Context: an optimization exercise on an open-source flow, tuned for small area, a short achievable clock period and few clock cycles. The choices shown serve that exercise and are no tape-out recipe.
Function was checked by simulation only, so behaviour that the tests miss may differ from the original.
Power is estimated from default activity; no workload was simulated.

==> flow/design.v <==
module fb_span (
    input  wire               clk,
    input  wire               rst,
    input  wire               start,
    input  wire               vert,
    input  wire signed [17:0] px,
    input  wire signed [17:0] py,
    input  wire signed [17:0] len,
    input  wire               adv,
    output reg                busy,
    output wire signed [17:0] ox,
    output wire signed [17:0] oy
);
    reg               vert_r;
    reg signed [18:0] fixed_r;
    reg signed [18:0] cur;
    reg signed [18:0] stop;
    wire signed [18:0] run_s   = vert ? {py[17], py} : {px[17], px};
    wire signed [18:0] run_e   = run_s + {len[17], len};
    wire signed [18:0] fix     = vert ? {px[17], px} : {py[17], py};
    wire signed [18:0] limit   = vert ? 19'sd64 : 19'sd128;
    wire signed [18:0] flimit  = vert ? 19'sd128 : 19'sd64;
    wire signed [18:0] clip_s  = (run_s < 0) ? 19'sd0 : run_s;
    wire signed [18:0] clip_e  = (run_e > limit) ? limit : run_e;
    wire               fix_ok  = (fix >= 0) && (fix < flimit);
    always @(posedge clk) begin
        if (rst) begin
            busy <= 1'b0;
        end else if (start) begin
            vert_r  <= vert;
            fixed_r <= fix;
            cur     <= clip_s;
            stop    <= clip_e;
            busy    <= fix_ok && (clip_s < clip_e);
        end else if (busy && adv) begin
            cur <= cur + 19'sd1;
            if (cur + 19'sd1 >= stop)
                busy <= 1'b0;
        end
    end
    assign ox = vert_r ? fixed_r[17:0] : cur[17:0];
    assign oy = vert_r ? cur[17:0] : fixed_r[17:0];
endmodule
module fb_line (
    input  wire               clk,
    input  wire               rst,
    input  wire               start,
    input  wire signed [15:0] x0,
    input  wire signed [15:0] y0,
    input  wire signed [15:0] x1,
    input  wire signed [15:0] y1,
    input  wire               adv,
    output reg                busy,
    output wire signed [17:0] ox,
    output wire signed [17:0] oy
);
    wire signed [17:0] ex0 = {{2{x0[15]}}, x0};
    wire signed [17:0] ey0 = {{2{y0[15]}}, y0};
    wire signed [17:0] ex1 = {{2{x1[15]}}, x1};
    wire signed [17:0] ey1 = {{2{y1[15]}}, y1};
    wire signed [17:0] ddx   = ex1 - ex0;
    wire signed [17:0] ddy   = ey1 - ey0;
    wire signed [17:0] adx   = ddx[17] ? -ddx : ddx;
    wire signed [17:0] ady   = ddy[17] ? -ddy : ddy;
    wire               steep = ady > adx;
    wire signed [17:0] ta = steep ? ey0 : ex0;
    wire signed [17:0] tb = steep ? ex0 : ey0;
    wire signed [17:0] tc = steep ? ey1 : ex1;
    wire signed [17:0] td = steep ? ex1 : ey1;
    wire               swp = ta > tc;
    wire signed [17:0] sa = swp ? tc : ta;
    wire signed [17:0] sb = swp ? td : tb;
    wire signed [17:0] sc = swp ? ta : tc;
    wire signed [17:0] sd = swp ? tb : td;
    wire signed [17:0] s_dx  = sc - sa;
    wire signed [17:0] s_dyr = sd - sb;
    wire signed [17:0] s_dy  = s_dyr[17] ? -s_dyr : s_dyr;
    reg               steep_r;
    reg               ydown;
    reg signed [17:0] cx, cy, xend, dx, dy, err;
    wire signed [17:0] err_n = err - dy;
    always @(posedge clk) begin
        if (rst) begin
            busy <= 1'b0;
        end else if (start) begin
            steep_r <= steep;
            ydown   <= !(sb < sd);
            cx      <= sa;
            cy      <= sb;
            xend    <= sc;
            dx      <= s_dx;
            dy      <= s_dy;
            err     <= s_dx >>> 1;
            busy    <= 1'b1;
        end else if (busy && adv) begin
            if (cx == xend) begin
                busy <= 1'b0;
            end else begin
                cx <= cx + 18'sd1;
                if (err_n < 0) begin
                    cy  <= ydown ? cy - 18'sd1 : cy + 18'sd1;
                    err <= err_n + dx;
                end else begin
                    err <= err_n;
                end
            end
        end
    end
    assign ox = steep_r ? cy : cx;
    assign oy = steep_r ? cx : cy;
endmodule
module fb_midpoint (
    input  wire        clk,
    input  wire        rst,
    input  wire        start,
    input  wire [7:0]  r,
    input  wire        step,
    output wire        has_next,
    output reg  [8:0]  px,
    output reg  [8:0]  py
);
    reg signed [11:0] f, ddfx, ddfy;
    wire signed [11:0] r12 = {4'd0, r};
    wire               ydec   = (f >= 0);
    wire signed [11:0] ddfy_n = ydec ? ddfy + 12'sd2 : ddfy;
    wire signed [11:0] f_y    = ydec ? f + ddfy_n : f;
    wire signed [11:0] ddfx_n = ddfx + 12'sd2;
    wire signed [11:0] f_n    = f_y + ddfx_n;
    assign has_next = px < py;
    always @(posedge clk) begin
        if (rst) begin
            px <= 9'd0;
            py <= 9'd0;
        end else if (start) begin
            f    <= 12'sd1 - r12;
            ddfx <= 12'sd1;
            ddfy <= -(r12 <<< 1);
            px   <= 9'd0;
            py   <= {1'b0, r};
        end else if (step) begin
            if (ydec)
                py <= py - 9'd1;
            ddfy <= ddfy_n;
            px   <= px + 9'd1;
            ddfx <= ddfx_n;
            f    <= f_n;
        end
    end
endmodule
module fb_raster (
    input  wire        clk,
    input  wire        rst,
    input  wire        cmd_valid,
    output wire        cmd_ready,
    input  wire [7:0]  cmd_op,
    input  wire        cmd_color,
    input  wire [15:0] cmd_arg0,
    input  wire [15:0] cmd_arg1,
    input  wire [15:0] cmd_arg2,
    input  wire [15:0] cmd_arg3,
    input  wire [15:0] cmd_arg4,
    input  wire [15:0] cmd_arg5,
    output wire        fb_we,
    input  wire        fb_ready,
    output wire [9:0]  fb_addr,
    output wire [7:0]  fb_wdata,
    output wire [7:0]  fb_wmask
);
    localparam [7:0] OP_FILL     = 8'h01;
    localparam [7:0] OP_SETPIX   = 8'h02;
    localparam [7:0] OP_HLINE    = 8'h04;
    localparam [7:0] OP_VLINE    = 8'h05;
    localparam [7:0] OP_LINE     = 8'h10;
    localparam [7:0] OP_CIRCLE   = 8'h20;
    localparam [7:0] OP_CIRCLEQ  = 8'h21;
    localparam [7:0] OP_FCIRCLE  = 8'h22;
    localparam [7:0] OP_FCIRCLEQ = 8'h23;
    localparam [7:0] OP_RECT     = 8'h30;
    localparam [7:0] OP_FRECT    = 8'h31;
    localparam [7:0] OP_RRECT    = 8'h32;
    localparam [7:0] OP_FRRECT   = 8'h33;
    localparam [7:0] OP_TRI      = 8'h34;
    localparam [3:0] K_END   = 4'd0;
    localparam [3:0] K_PIX   = 4'd1;
    localparam [3:0] K_HSPAN = 4'd2;
    localparam [3:0] K_VSPAN = 4'd3;
    localparam [3:0] K_LINE  = 4'd4;
    localparam [3:0] K_ARC   = 4'd5;
    localparam [3:0] K_HALF  = 4'd6;
    localparam [3:0] K_FRECT = 4'd7;
    localparam [3:0] K_FILL  = 4'd8;
    localparam [3:0] S_IDLE  = 4'd0;
    localparam [3:0] S_JOB   = 4'd1;
    localparam [3:0] S_PIX   = 4'd2;
    localparam [3:0] S_SPANW = 4'd3;
    localparam [3:0] S_LINEW = 4'd4;
    localparam [3:0] S_MPNXT = 4'd5;
    localparam [3:0] S_ASLOT = 4'd6;
    localparam [3:0] S_HSLOT = 4'd7;
    localparam [3:0] S_FRCOL = 4'd8;
    localparam [3:0] S_FILL  = 4'd9;
    reg  [3:0]  state;
    reg  [3:0]  ret_state;
    reg  [3:0]  phase;
    reg  [7:0]  op;
    reg         color;
    reg  [15:0] a0, a1, a2, a3, a4, a5;
    reg  [3:0]         jk;
    reg  signed [17:0] jx, jy, jl, jh;
    reg  [7:0]         jr;
    reg  [3:0]         jm;
    wire signed [17:0] X  = {{2{a0[15]}}, a0};
    wire signed [17:0] Y  = {{2{a1[15]}}, a1};
    wire signed [17:0] S2 = {{2{a2[15]}}, a2};
    wire signed [17:0] S3 = {{2{a3[15]}}, a3};
    wire signed [17:0] S4 = {{2{a4[15]}}, a4};
    wire signed [17:0] S5 = {{2{a5[15]}}, a5};
    wire signed [17:0] W  = {10'd0, a2[7:0]};
    wire signed [17:0] H  = {10'd0, a3[7:0]};
    wire signed [17:0] RC = {10'd0, a2[7:0]};    
    wire signed [17:0] RR = {10'd0, a4[7:0]};    
    reg  [3:0]         dk;
    reg  signed [17:0] dx, dy, dl, dh;
    reg  [7:0]         dr;
    reg  [3:0]         dm;
    always @(*) begin
        dk = K_END;
        dx = X;
        dy = Y;
        dl = 18'sd0;
        dh = 18'sd0;
        dr = 8'd0;
        dm = 4'd0;
        case (op)
            OP_FILL:   if (phase == 4'd0) dk = K_FILL;
            OP_SETPIX: if (phase == 4'd0) dk = K_PIX;
            OP_HLINE:  if (phase == 4'd0) begin dk = K_HSPAN; dl = W; end
            OP_VLINE:  if (phase == 4'd0) begin dk = K_VSPAN; dl = W; end
            OP_LINE:   if (phase == 4'd0) begin dk = K_LINE; dl = S2; dh = S3; end
            OP_CIRCLE: begin
                dr = a2[7:0];
                case (phase)
                    4'd0: begin dk = K_PIX; dy = Y + RC; end
                    4'd1: begin dk = K_PIX; dy = Y - RC; end
                    4'd2: begin dk = K_PIX; dx = X + RC; end
                    4'd3: begin dk = K_PIX; dx = X - RC; end
                    4'd4: begin dk = K_ARC; dm = 4'hF; end
                    default: ;
                endcase
            end
            OP_CIRCLEQ: if (phase == 4'd0) begin
                dk = K_ARC; dr = a2[7:0]; dm = a3[3:0];
            end
            OP_FCIRCLE: begin
                dr = a2[7:0];
                case (phase)
                    4'd0: begin dk = K_VSPAN; dy = Y - RC; dl = (RC <<< 1) + 18'sd1; end
                    4'd1: begin dk = K_HALF; dm = 4'h3; dh = 18'sd0; end
                    default: ;
                endcase
            end
            OP_FCIRCLEQ: if (phase == 4'd0) begin
                dk = K_HALF; dr = a2[7:0]; dm = {2'b00, a3[1:0]}; dh = S4;
            end
            OP_RECT: begin
                case (phase)
                    4'd0: begin dk = K_HSPAN; dl = W; end
                    4'd1: begin dk = K_HSPAN; dy = Y + H - 18'sd1; dl = W; end
                    4'd2: begin dk = K_VSPAN; dl = H; end
                    4'd3: begin dk = K_VSPAN; dx = X + W - 18'sd1; dl = H; end
                    default: ;
                endcase
            end
            OP_FRECT: if (phase == 4'd0) begin dk = K_FRECT; dl = W; dh = H; end
            OP_RRECT: begin
                dr = a4[7:0];
                case (phase)
                    4'd0: begin dk = K_HSPAN; dx = X + RR; dl = W - (RR <<< 1); end
                    4'd1: begin dk = K_HSPAN; dx = X + RR; dy = Y + H - 18'sd1; dl = W - (RR <<< 1); end
                    4'd2: begin dk = K_VSPAN; dy = Y + RR; dl = H - (RR <<< 1); end
                    4'd3: begin dk = K_VSPAN; dx = X + W - 18'sd1; dy = Y + RR; dl = H - (RR <<< 1); end
                    4'd4: begin dk = K_ARC; dx = X + RR;             dy = Y + RR;             dm = 4'h1; end
                    4'd5: begin dk = K_ARC; dx = X + W - RR - 18'sd1; dy = Y + RR;             dm = 4'h2; end
                    4'd6: begin dk = K_ARC; dx = X + W - RR - 18'sd1; dy = Y + H - RR - 18'sd1; dm = 4'h4; end
                    4'd7: begin dk = K_ARC; dx = X + RR;             dy = Y + H - RR - 18'sd1; dm = 4'h8; end
                    default: ;
                endcase
            end
            OP_FRRECT: begin
                dr = a4[7:0];
                case (phase)
                    4'd0: begin dk = K_FRECT; dx = X + RR; dl = W - (RR <<< 1); dh = H; end
                    4'd1: begin dk = K_HALF; dx = X + W - RR - 18'sd1; dy = Y + RR; dm = 4'h1;
                                dh = H - (RR <<< 1) - 18'sd1; end
                    4'd2: begin dk = K_HALF; dx = X + RR; dy = Y + RR; dm = 4'h2;
                                dh = H - (RR <<< 1) - 18'sd1; end
                    default: ;
                endcase
            end
            OP_TRI: begin
                case (phase)
                    4'd0: begin dk = K_LINE; dx = X;  dy = Y;  dl = S2; dh = S3; end
                    4'd1: begin dk = K_LINE; dx = S2; dy = S3; dl = S4; dh = S5; end
                    4'd2: begin dk = K_LINE; dx = S4; dy = S5; dl = X;  dh = Y;  end
                    default: ;
                endcase
            end
            default: ;
        endcase
    end
    wire               pix_onscreen;
    wire               pix_adv;
    reg                span_start;
    reg                span_vert;
    reg  signed [17:0] span_x, span_y, span_len;
    wire               span_busy;
    wire signed [17:0] span_ox, span_oy;
    fb_span u_span (
        .clk(clk), .rst(rst), .start(span_start), .vert(span_vert),
        .px(span_x), .py(span_y), .len(span_len),
        .adv(pix_adv && state == S_SPANW),
        .busy(span_busy), .ox(span_ox), .oy(span_oy)
    );
    wire               line_start = (state == S_JOB) && (dk == K_LINE);
    wire               line_busy;
    wire signed [17:0] line_ox, line_oy;
    fb_line u_line (
        .clk(clk), .rst(rst), .start(line_start),
        .x0(dx[15:0]), .y0(dy[15:0]), .x1(dl[15:0]), .y1(dh[15:0]),
        .adv(pix_adv && state == S_LINEW),
        .busy(line_busy), .ox(line_ox), .oy(line_oy)
    );
    wire               mp_start = (state == S_JOB) && (dk == K_ARC || dk == K_HALF);
    wire               mp_step;
    wire               mp_has_next;
    wire [8:0]         mp_x, mp_y;
    fb_midpoint u_mp (
        .clk(clk), .rst(rst), .start(mp_start), .r(dr),
        .step(mp_step), .has_next(mp_has_next), .px(mp_x), .py(mp_y)
    );
    reg  [3:0] slot;
    wire signed [17:0] mx = {9'd0, mp_x};
    wire signed [17:0] my = {9'd0, mp_y};
    wire [7:0] arc_en = {jm[0], jm[0], jm[3], jm[3], jm[1], jm[1], jm[2], jm[2]};
    wire [7:0] half_en = {4'b0000, jm[1], jm[1], jm[0], jm[0]};
    wire [7:0] slot_en = (jk == K_ARC) ? arc_en : half_en;
    function [3:0] first_from;
        input [7:0] en;
        input [3:0] from;
        integer i;
        begin
            first_from = 4'd8;
            for (i = 7; i >= 0; i = i - 1)
                if (en[i] && i >= from)
                    first_from = i[3:0];
        end
    endfunction
    wire [3:0] slot_first = first_from(slot_en, 4'd0);
    wire [3:0] slot_next  = first_from(slot_en, slot + 4'd1);
    reg signed [17:0] arc_x, arc_y;
    always @(*) begin
        case (slot[2:0])
            3'd0: begin arc_x = jx + mx; arc_y = jy + my; end
            3'd1: begin arc_x = jx + my; arc_y = jy + mx; end
            3'd2: begin arc_x = jx + mx; arc_y = jy - my; end
            3'd3: begin arc_x = jx + my; arc_y = jy - mx; end
            3'd4: begin arc_x = jx - my; arc_y = jy + mx; end
            3'd5: begin arc_x = jx - mx; arc_y = jy + my; end
            3'd6: begin arc_x = jx - my; arc_y = jy - mx; end
            default: begin arc_x = jx - mx; arc_y = jy - my; end
        endcase
    end
    reg signed [17:0] half_x, half_y, half_len;
    always @(*) begin
        case (slot[1:0])
            2'd0: begin half_x = jx + mx; half_y = jy - my; half_len = (my <<< 1) + 18'sd1 + jh; end
            2'd1: begin half_x = jx + my; half_y = jy - mx; half_len = (mx <<< 1) + 18'sd1 + jh; end
            2'd2: begin half_x = jx - mx; half_y = jy - my; half_len = (my <<< 1) + 18'sd1 + jh; end
            default: begin half_x = jx - my; half_y = jy - mx; half_len = (mx <<< 1) + 18'sd1 + jh; end
        endcase
    end
    reg  signed [17:0] col, col_end;
    wire signed [18:0] dcol_e  = {dx[17], dx} + {dl[17], dl};
    wire signed [17:0] dcol_s  = (dx < 0) ? 18'sd0 : dx;
    wire signed [17:0] dcol_ec = (dcol_e > 19'sd128) ? 18'sd128 : dcol_e[17:0];
    reg  [9:0]         fill_addr;
    reg               src_valid;
    reg signed [17:0] src_x, src_y;
    always @(*) begin
        src_valid = 1'b0;
        src_x     = jx;
        src_y     = jy;
        case (state)
            S_PIX:   begin src_valid = 1'b1; end
            S_SPANW: begin src_valid = span_busy; src_x = span_ox; src_y = span_oy; end
            S_LINEW: begin src_valid = line_busy; src_x = line_ox; src_y = line_oy; end
            S_ASLOT: begin src_valid = 1'b1; src_x = arc_x; src_y = arc_y; end
            default: ;
        endcase
    end
    assign pix_onscreen = (src_x >= 0) && (src_x < 18'sd128) && (src_y >= 0) && (src_y < 18'sd64);
    assign pix_adv      = src_valid && (!pix_onscreen || fb_ready);
    wire fill_we = (state == S_FILL);
    assign fb_we    = fill_we || (src_valid && pix_onscreen);
    assign fb_addr  = fill_we ? fill_addr : {src_y[5:3], src_x[6:0]};
    assign fb_wmask = fill_we ? 8'hFF : (8'd1 << src_y[2:0]);
    assign fb_wdata = {8{color}};
    assign cmd_ready = (state == S_IDLE);
    always @(*) begin
        span_start = 1'b0;
        span_vert  = 1'b1;
        span_x     = dx;
        span_y     = dy;
        span_len   = dl;
        if (state == S_JOB && (dk == K_HSPAN || dk == K_VSPAN)) begin
            span_start = 1'b1;
            span_vert  = (dk == K_VSPAN);
        end else if (state == S_FRCOL) begin
            span_start = 1'b1;
            span_x     = col;
            span_y     = jy;
            span_len   = jh;
        end else if (state == S_HSLOT) begin
            span_start = 1'b1;
            span_x     = half_x;
            span_y     = half_y;
            span_len   = half_len;
        end
    end
    assign mp_step = (state == S_MPNXT) && mp_has_next && (jm != 4'd0);
    always @(posedge clk) begin
        if (rst) begin
            state     <= S_IDLE;
            ret_state <= S_JOB;
            phase     <= 4'd0;
            slot      <= 4'd0;
            fill_addr <= 10'd0;
        end else begin
            case (state)
                S_IDLE: begin
                    if (cmd_valid) begin
                        op    <= cmd_op;
                        color <= cmd_color;
                        a0    <= cmd_arg0;
                        a1    <= cmd_arg1;
                        a2    <= cmd_arg2;
                        a3    <= cmd_arg3;
                        a4    <= cmd_arg4;
                        a5    <= cmd_arg5;
                        phase <= 4'd0;
                        state <= S_JOB;
                    end
                end
                S_JOB: begin
                    jk    <= dk;
                    jx    <= dx;
                    jy    <= dy;
                    jl    <= dl;
                    jh    <= dh;
                    jr    <= dr;
                    jm    <= dm;
                    phase <= phase + 4'd1;
                    ret_state <= S_JOB;
                    case (dk)
                        K_END:   state <= S_IDLE;
                        K_PIX:   state <= S_PIX;
                        K_HSPAN,
                        K_VSPAN: state <= S_SPANW;
                        K_LINE:  state <= S_LINEW;
                        K_ARC,
                        K_HALF:  state <= S_MPNXT;
                        K_FRECT: begin
                            col     <= dcol_s;
                            col_end <= dcol_ec;
                            state   <= (dcol_s < dcol_ec) ? S_FRCOL : S_JOB;
                        end
                        K_FILL: begin
                            fill_addr <= 10'd0;
                            state     <= S_FILL;
                        end
                        default: state <= S_IDLE;
                    endcase
                end
                S_PIX: begin
                    if (pix_adv)
                        state <= S_JOB;
                end
                S_SPANW: begin
                    if (!span_busy)
                        state <= ret_state;
                end
                S_LINEW: begin
                    if (!line_busy)
                        state <= S_JOB;
                end
                S_FRCOL: begin
                    col       <= col + 18'sd1;
                    ret_state <= (col + 18'sd1 < col_end) ? S_FRCOL : S_JOB;
                    state     <= S_SPANW;
                end
                S_MPNXT: begin
                    if (!mp_has_next || jm == 4'd0) begin
                        state <= S_JOB;
                    end else begin
                        slot  <= slot_first;
                        state <= (jk == K_ARC) ? S_ASLOT : S_HSLOT;
                    end
                end
                S_ASLOT: begin
                    if (pix_adv) begin
                        slot <= slot_next;
                        if (slot_next[3])
                            state <= S_MPNXT;
                    end
                end
                S_HSLOT: begin
                    slot      <= slot_next;
                    ret_state <= slot_next[3] ? S_MPNXT : S_HSLOT;
                    state     <= S_SPANW;
                end
                S_FILL: begin
                    if (fb_ready) begin
                        fill_addr <= fill_addr + 10'd1;
                        if (fill_addr == 10'd1023)
                            state <= S_JOB;
                    end
                end
                default: state <= S_IDLE;
            endcase
        end
    end
endmodule
==> flow/run.sh <==
#!/bin/bash
# synth_recipe.tcl (not shown) runs the flow's synth.tcl, then flattens the netlist and writes it again
# the make line also repeats each setting of config.mk as NAME=value (left out here)
make -C /OpenROAD-flow-scripts/flow DESIGN_CONFIG=/design/flow/config.mk WORK_HOME=/design/flow/orfs CLKGATE_MAP_FILE= SYNTH_SCRIPT=/design/flow/synth_recipe.tcl finish
==> flow/config.mk <==
export PLATFORM = sky130hd
export DESIGN_NAME = fb_raster
export DESIGN_NICKNAME = fb_raster
export VERILOG_FILES = /design/flow/design.v
export SDC_FILE = /design/flow/constraint.sdc
export NUM_CORES = 4
export LEC_CHECK = 0
export CAP_MARGIN = 20
export CORE_MARGIN = 2
export CORE_UTILIZATION = 40
export SLEW_MARGIN = 20
==> flow/constraint.sdc <==
create_clock -name core_clock -period 14.0 [get_ports {clk}]
set_input_delay 2.8000 -clock core_clock [delete_from_list [all_inputs] [get_ports {clk}]]
set_output_delay 2.8000 -clock core_clock [all_outputs]
set_load 0.01 [all_outputs]
==> results.toml <==
[cts]
clk_latency_ns = 0.73
clock-sinks = 446
cts_tree = "built"
holdBufCountCts = 0
cts_buffer_depth = 3
h-tree-depth = 2
clkSlewWorstSetupHoldPaths_ns = 0.06
cts_root_buffer = "clkbuf_16"
numCtsBuffers = 55

[setup_path]
worstSetupStartpointType = "flop"
max_stage_delay_ns = 0.49
r2r-end = "u_line.dy[16]"
cp.arrival_ns = 13.84
slowest_stage = "o21ai_1"
crit_family = "compound AO/OA/AOI/OAI gates"
critPathCaptureType = "flop"
r2r_cells = 72
crit_buf_inv = 15
cp_common_cell = "buf_4"
r2r_slack_ns = 0.62
crit_fanout = 16
cp.required_ns = 14.47
r2r-start = "a2[0]"
crit_type = "flop to flop"

[sta]
slew_headroom_pct = 23.04
tightest_slew_ns = 1.149
hold_viol_final = 0
fin_skew_ns = 0.07240
finalCriticalPeriod_ns = 13.38
fin_crit_sh_pct = 95.56
setup_tns_ns = 0
setup_violations = 0
fmax_mhz = 74.75
slew_violations = 0

[worst_hold_path]
min_to = "ret_state[2]"
holdCritStartpoint = "ret_state[2]"
hp-class = "flop to flop"
holdPathStages = 2

[global_routing]
grt_pass1_wl_mm = 359.8
grt_overflow = 0
first_global_vias = 53270
grt_start_max_net_pins = 76
track_usage_pct = 35.53
antenna_found_initial = 13

[drt]
drtAntennaViolNets = 0
dr.pass1.iters = 6
drt_iter0_markers = 7202
avgRoutedWirePerCell_um = 28.09
viasPerCell = 6.364
drc_errors = 0
dr_total_vias = 56750
wl_mm = 250.5

[yosys]
yosys.area_share.simple_pct = 20.22
ys_seq_elements = 446
yosys-top-cells-area = "edfxtp_1, ha_1, xnor2_1"
yosysTopAreaCellShare_pct = 22.76
syn_area_um2 = 52770
synth_compound_area_share_pct = 27.43
ys_seq_area_share_pct = 24.51
synth.area.mux_share_pct = 2.637
avgSynthCellArea_um2 = 8.044
yosysMostFrequentCell = "nor2_1"
ys_warn_count = 4
syn_inst = 6560
synthTopCellsByCount = "nor2_1, nand2_1, o21ai_0, a21oi_1, ha_1"
synthAdderAreaFrac_pct = 11.78
synthArstFlopShare_pct = 0
synth_edf_count = 400
synth-xor-area-share_pct = 7.643
ys_types = 132
yosys.area.top_type = "edfxtp_1"
synth_top_family_by_area = "compound AO/OA/AOI/OAI gates"
ys.flop_type = "edfxtp_1"

[final_layout]
instances_no_fill = 8918
post-route-util_pct = 47.91
area_growth_pct = 19.05
postLayoutCellArea_um2 = 62820
drive_above_1_share_pct = 15.48
final_nets = 7701

[power_and_ir_drop]
p_leak_nw = 24.95
power_w = 0.006771
p_per_area_nw_per_um2 = 107.8
irDropWorstVdd_v = 0.0001121

[floorplanning]
fp-row-count = 133
die_area_um2 = 134800
start_util_pct = 40.24
io_pins = 137
die_h_um = 367.2
die_w_um = 367.2
core_um2 = 131100

[flow_run]
max-cap-violations = 0

[placement]
placed_cell_area_um2 = 60230
place.gp.congestion = 1.113
dp_cells = 8792
portBuffers = 136
dpl.hpwl_mm = 199.7

[run_status]
outcome = "timing/DRC/antenna clean"
-- area by class of cell --
cell class,count,area [µm²]
fill,12970,68310
multi-input combinational,5363,37530
sequential,446,12930
timing repair buffer,847,6829
tap,1755,2196
inverter,403,1513
clock buffer,68,1435
clock inverter,35,384.1
antenna,1,2.502
-- cells by family after synthesis --
logic type      Yosys count
mux                     135
xor+xnor                458
simple gates           2156
fa+ha+maj               480
flops                   446
other cells               2
buf+inv                 754
compound gates         2129
-- placed cells by master (no fill, tap or decap), types with 40 or more instances in the layout --
cell,n
buf_4,697
nor2_1,592
nand2_1,530
a21oi_1,444
o21ai_0,443
ha_1,435
edfxtp_1,400
inv_1,394
xnor2_1,306
nand3_1,181
nor3_1,160
xor2_1,146
clkdlybuf4s50_1,135
a21o_1,107
mux2i_1,101
a211oi_1,88
a22oi_1,86
o21a_1,78
nand2b_1,78
or3_1,69
nor2b_1,69
a31oi_1,69
nand4_1,68
o22ai_1,67
and2_1,64
and3_1,62
o31ai_1,62
o211ai_1,59
clkbuf_16,55
o21bai_1,53
nor4_1,49
dfxtp_1,46
or2_2,44
a221oi_1,40
-- power by group --
group | internal [W] | switching, W
Sequential | 0.00159 | 0.0000891
Clock | 0.000826 | 0.000653
Combinational | 0.00152 | 0.00210
-- per-layer routing --
layer  vias up  wire length (µm)  global-route usage (%)
met3       871             24950                   6.961
met4        16             21060                   24.01
li1      25540                 -                       -
met5         -               135                       0
met2      3300            106300                   54.42
met1     27030             98080                   45.17
-- how the worst max path moves through the flow --
stage | start | to | slack [ns] | depth (start not counted)
floorplan | a3[0] | u_line.dy[15] | 0.002 | 73
global route | a1[1] | u_line.dy[15] | -0.03 | 70
detailed placement | a1[1] | u_line.dy[16] | -0.59 | 67
global placement | a1[1] | u_line.dy[16] | -0.26 | 68
finish | a2[0] | u_line.dy[16] | 0.62 | 72
CTS | a3[0] | u_line.dy[16] | 0.03 | 71
-- tightest hold or removal path: stages, from the launching register on --
cell,delay (ns)
dfxtp_1,0.31
nand3_1,0.06
a21oi_1,0.06
-- state kept, by name, summed over array words and instances (netlist names), 18 cells and up --
register	count
u_span.cur	19
u_span.stop	19
col	18
col_end	18
jx	18
jy	18
u_line.cx	18
u_line.cy	18
u_line.dx	18
u_line.dy	18
u_line.err	18
u_span.fixed_r	18
-- timing repair --
item	in CTS	in global routing
setup buffers	2	17
pin swaps	9	50
gates cloned	1	2
resized for setup	17	122
setup endpoints to repair	17	35
-- stage by stage --
step | hold slack (ns) | worst slack [ns]
after floorplan | 0.4481 | 0.002493
after global placement | 0.4586 | -0.2550
after detailed placement | 0.4610 | -0.5858
after CTS | 0.4696 | 0.02830
after global routing | 0.5092 | -0.02774
final | 0.4719 | 0.6222
Testbench counts, summed over its fixed seeds: cycles 166,891.

afterwards: timing with drivers on the ports:
In the flow no input, the clock included, has a driving cell. The finished layout below was timed again as built, in two steps.
Step 1 sets driving cells, clkbuf_16 on the clock port and buf_2 on the other inputs (assumed; they add their load-dependent delay and slew).
Step 2 moves the port delays by t, midway between the first and last clock arrival at a register: inputs arrive t later, outputs are due t later. That takes back most of the time a late clock gives input paths.
Three values: ideal, step 1, step 2; two values: the first two.
t, ns: 0.775
setup WS [ns]: 0.622 / 0.622 / 0.622
worst setup path at the end: register to register
worst register clock-pin slew, ns: 0.07 / 0.07
worst slew at a driven data input, ns: 0.07
After both steps setup and hold are still met in this run. The setup slack of this run moves by 0.000 ns with the drivers and by 0.000 ns with both steps.
